What follows belongs to an exercise in optimizing a design on an open flow for small area, a short achievable clock period and few clock cycles per item; a production flow would make more cautious choices. At most, simulation tests tie the RTL to the original design; equivalence was not proved.

Design gz_core, start of the top module:
module gz_core (
  input  wire        clk,
  input  wire        rst,
  input  wire [17:0] cfg_coef,
  input  wire [17:0] cfg_sin,
  input  wire [7:0]  cfg_nm1,
  input  wire        in_valid,
  output wire        in_ready,
  input  wire [15:0] in_data,
  output wire        out_valid,
  input  wire        out_ready,
  output wire [31:0] out_re,
  output wire [31:0] out_im,
  output wire [31:0] out_mag,
  output wire [15:0] out_ph
);
Size: about 5200 cells after synthesis, ~360 flip-flops, about 180 I/O pins.
export LEC_CHECK = 0
export ABC_AREA = 1
export CAP_MARGIN = 20
export CORE_MARGIN = 2
export CORE_UTILIZATION = 55
export PLACE_DENSITY = 0.7
export SLEW_MARGIN = 20
create_clock -name core_clock -period 14.0 [get_ports {clk}]
standard.sh (not shown) runs the stock make flow with config.mk's settings and CLKGATE_MAP_FILE= SYNTH_SCRIPT=/design/flow/synth_recipe.tcl, a recipe that flattens the netlist after the stock synthesis.
==> flow/flow/run.sh <==
#!/bin/bash
# The standard layout, with the timing repair asked to reach a setup
# slack of SETUP_SLACK_MARGIN ns at the design's clock, and the port
# buffers made of the smallest buffer cell (the clock, constraints and every
# other setting stay the standard flow's own).
set -euo pipefail
bash standard.sh SETUP_SLACK_MARGIN=7.5 "BUFFER_PORTS_ARGS=-buffer_cell sky130_fd_sc_hd__buf_1" finish > flow_make.log 2>&1
Testbench counts at the start, summed over its fixed seeds: cycles 12,854, items 96.
Then changed:
--- a/flow/flow/run.sh
+++ b/flow/flow/run.sh
@@ -7 +7 @@
-bash standard.sh SETUP_SLACK_MARGIN=7.5 "BUFFER_PORTS_ARGS=-buffer_cell sky130_fd_sc_hd__buf_1" finish > flow_make.log 2>&1
+bash standard.sh SETUP_SLACK_MARGIN=7 "BUFFER_PORTS_ARGS=-buffer_cell sky130_fd_sc_hd__buf_1" finish > flow_make.log 2>&1
Synthesized area is unchanged.
Worst setup slack gets worse by 0.57 ns.
Clock-buffer cell count grows by 1.
Synthesized cell count does not change.
Core utilization shrinks by 0.59 points.
Wire length grows slightly.
Die area is unchanged.
Cell area shrinks slightly.

========
gz_core, a different RTL version from the one above (not shown whole).
Size in the first run: roughly 5400 cells after synthesis, ~360 flip-flops, roughly 180 I/O pins, ~43000 sq um of cells after synthesis.
==> flow/config.mk <==
export PLATFORM = sky130hd
export DESIGN_NAME = gz_core
export DESIGN_NICKNAME = gz_core
export VERILOG_FILES = /design/flow/design.v
export SDC_FILE = /design/flow/constraint.sdc
export NUM_CORES = 4
export LEC_CHECK = 0
export ABC_AREA = 1
export CAP_MARGIN = 20
export CORE_MARGIN = 2
export CORE_UTILIZATION = 55
export PLACE_DENSITY = 0.7
export SLEW_MARGIN = 20
==> flow/constraint.sdc <==
create_clock -name core_clock -period 14.0 [get_ports {clk}]
set_input_delay 2.8000 -clock core_clock [delete_from_list [all_inputs] [get_ports {clk}]]
set_output_delay 2.8000 -clock core_clock [all_outputs]
set_load 0.01 [all_outputs]
==> flow/flow/run.sh <==
#!/bin/bash
# The standard layout, with the timing repair asked to reach a setup
# slack of SETUP_SLACK_MARGIN ns at the design's clock (the clock, constraints
# and every other setting stay the standard flow's own).
set -euo pipefail
bash standard.sh SETUP_SLACK_MARGIN=7 finish > flow_make.log 2>&1
Testbench counts at the start, summed over its fixed seeds: cycles 12,854, items 96.
Rerun with:
==> flow/flow/run.sh (replaced) <==
#!/bin/bash
# The standard layout, with the timing repair asked to reach a setup
# slack of SETUP_SLACK_MARGIN ns at the design's clock, and the port
# buffers made of the smallest buffer cell (the clock, constraints and every
# other setting stay the standard flow's own).
set -euo pipefail
bash standard.sh SETUP_SLACK_MARGIN=7 "BUFFER_PORTS_ARGS=-buffer_cell sky130_fd_sc_hd__buf_1" finish > flow_make.log 2>&1
CTS_BUF_LIST = sky130_fd_sc_hd__clkbuf_8   (was unset)
Global-route usage went up by 0.58 points.
Clock skew went up by 0.018 ns.
Flip-flop and latch count is unchanged.
Synthesized cell count is unchanged.
Die area stays the same.

========
== main ==
Another version of the RTL of gz_core (not shown whole).
Size in the first run: roughly 4800 cells after synthesis, ~360 flip-flops, roughly 180 I/O pins, ~44000 um^2 of cells after synthesis.
clock: 14.0 ns
lec_check: 0
cap_margin: 20
core_margin: 2
core_utilization: 40
place_density: 0.6
slew_margin: 20
==> flow/flow/run.sh <==
#!/bin/bash
# The standard layout, with the timing repair asked to reach a setup
# slack of SETUP_SLACK_MARGIN ns at the design's clock (the clock, constraints
# and every other setting stay the standard flow's own).
set -euo pipefail
bash standard.sh SETUP_SLACK_MARGIN=7 finish > flow_make.log 2>&1
main went all the way through the flow, and no timing, DRC or antenna check failed.
Modified inputs, the feature branch compared to main
- ABC_AREA now 1, previously not set
==> notes.md <==
Complex-gate fraction of the synthesized area (higher): main. In the reports for the feature branch and main, the smaller overall routing resource usage belongs to main. main → the feature branch: minimum clock period after layout saw a decrease; relative area of non-clock buffer cells in the final design now sits lower. The feature branch finished end to end and its layout was clean on timing, DRC and antenna. The feature branch vs. main: final instance count without filler cells increased by 932 relative to the old numbers, final area closely matched the old numbers.
No run of this note included a check of the RTL's function; only the layout flow was run.

========
## alpha
Another version of the RTL of gz_core (not shown whole).
Size in the first run: ~360 flip-flops, about 180 I/O pins, ~0.044 mm2 of cells after synthesis.
Settings: LEC_CHECK=0, ABC_AREA=1, CAP_MARGIN=20, CORE_MARGIN=2, CORE_UTILIZATION=55, PLACE_DENSITY=0.7, SLEW_MARGIN=20; clock period 14.0 ns.
Scripts as last shown in full above: flow/flow/run.sh
For beta, these inputs were changed with respect to alpha:
- CORE_UTILIZATION: 55 -> 40
- PLACE_DENSITY: 0.7 -> 0.6
==> comparison <==
Comparing alpha with beta, the clock network contribution to total cell area came out essentially unchanged.
alpha → beta: via count of the first global-routing pass now smaller; maximum cell stage delay along the critical path now larger; floorplan die height now larger; wire length now larger.
In the flow results for beta and alpha, the pin count of the biggest net entering global routing is smaller on beta.
No run of this note included a check of the RTL's function; only the layout flow was run.

[separate check: timing with driven ports]
How much do the figures lean on ideal ports? The routed layouts below were timed once more, with nothing changed but the port constraints.
Step 1 assumes that a clkbuf_16 drives the clock port and a buf_2 every other input.
Step 2, shift: input delay + t, output delay - t, t = (earliest + latest rising clock arrival at the registers) / 2. This alone moves slack from input paths to output paths.
a / b / c = ideal ports / drivers / drivers and shift; a / b = the first two.
run | t (ns) | setup slack, ns | hold slack, ns
the first run of note 1 | 0.666 | 7.701 / 7.701 / 7.345 | 0.408 / 0.408 / 0.408
the second run of note 1 | 0.671 | 7.134 / 7.134 / 7.057 | 0.428 / 0.428 / 0.428
the first run of note 2 | 0.686 | 7.095 / 7.095 / 6.498 | 0.415 / 0.415 / 0.415
the second run of note 2 | 0.760 | 7.106 / 7.106 / 6.819 | 0.418 / 0.418 / 0.418
main | 0.717 | 7.057 / 7.057 / 6.699 | 0.422 / 0.422 / 0.422
the feature branch | 0.721 | 7.142 / 7.142 / 7.142 | 0.424 / 0.424 / 0.424
alpha | 0.683 | 7.109 / 7.109 / 7.109 | 0.427 / 0.427 / 0.427
beta | 0.700 | 7.043 / 7.043 / 7.043 | 0.422 / 0.422 / 0.422
After both steps every run listed still meets setup and hold. For the first run of note 2, which loses most, drivers alone change the setup slack by 0.000 ns; drivers and shift together by -0.597 ns.
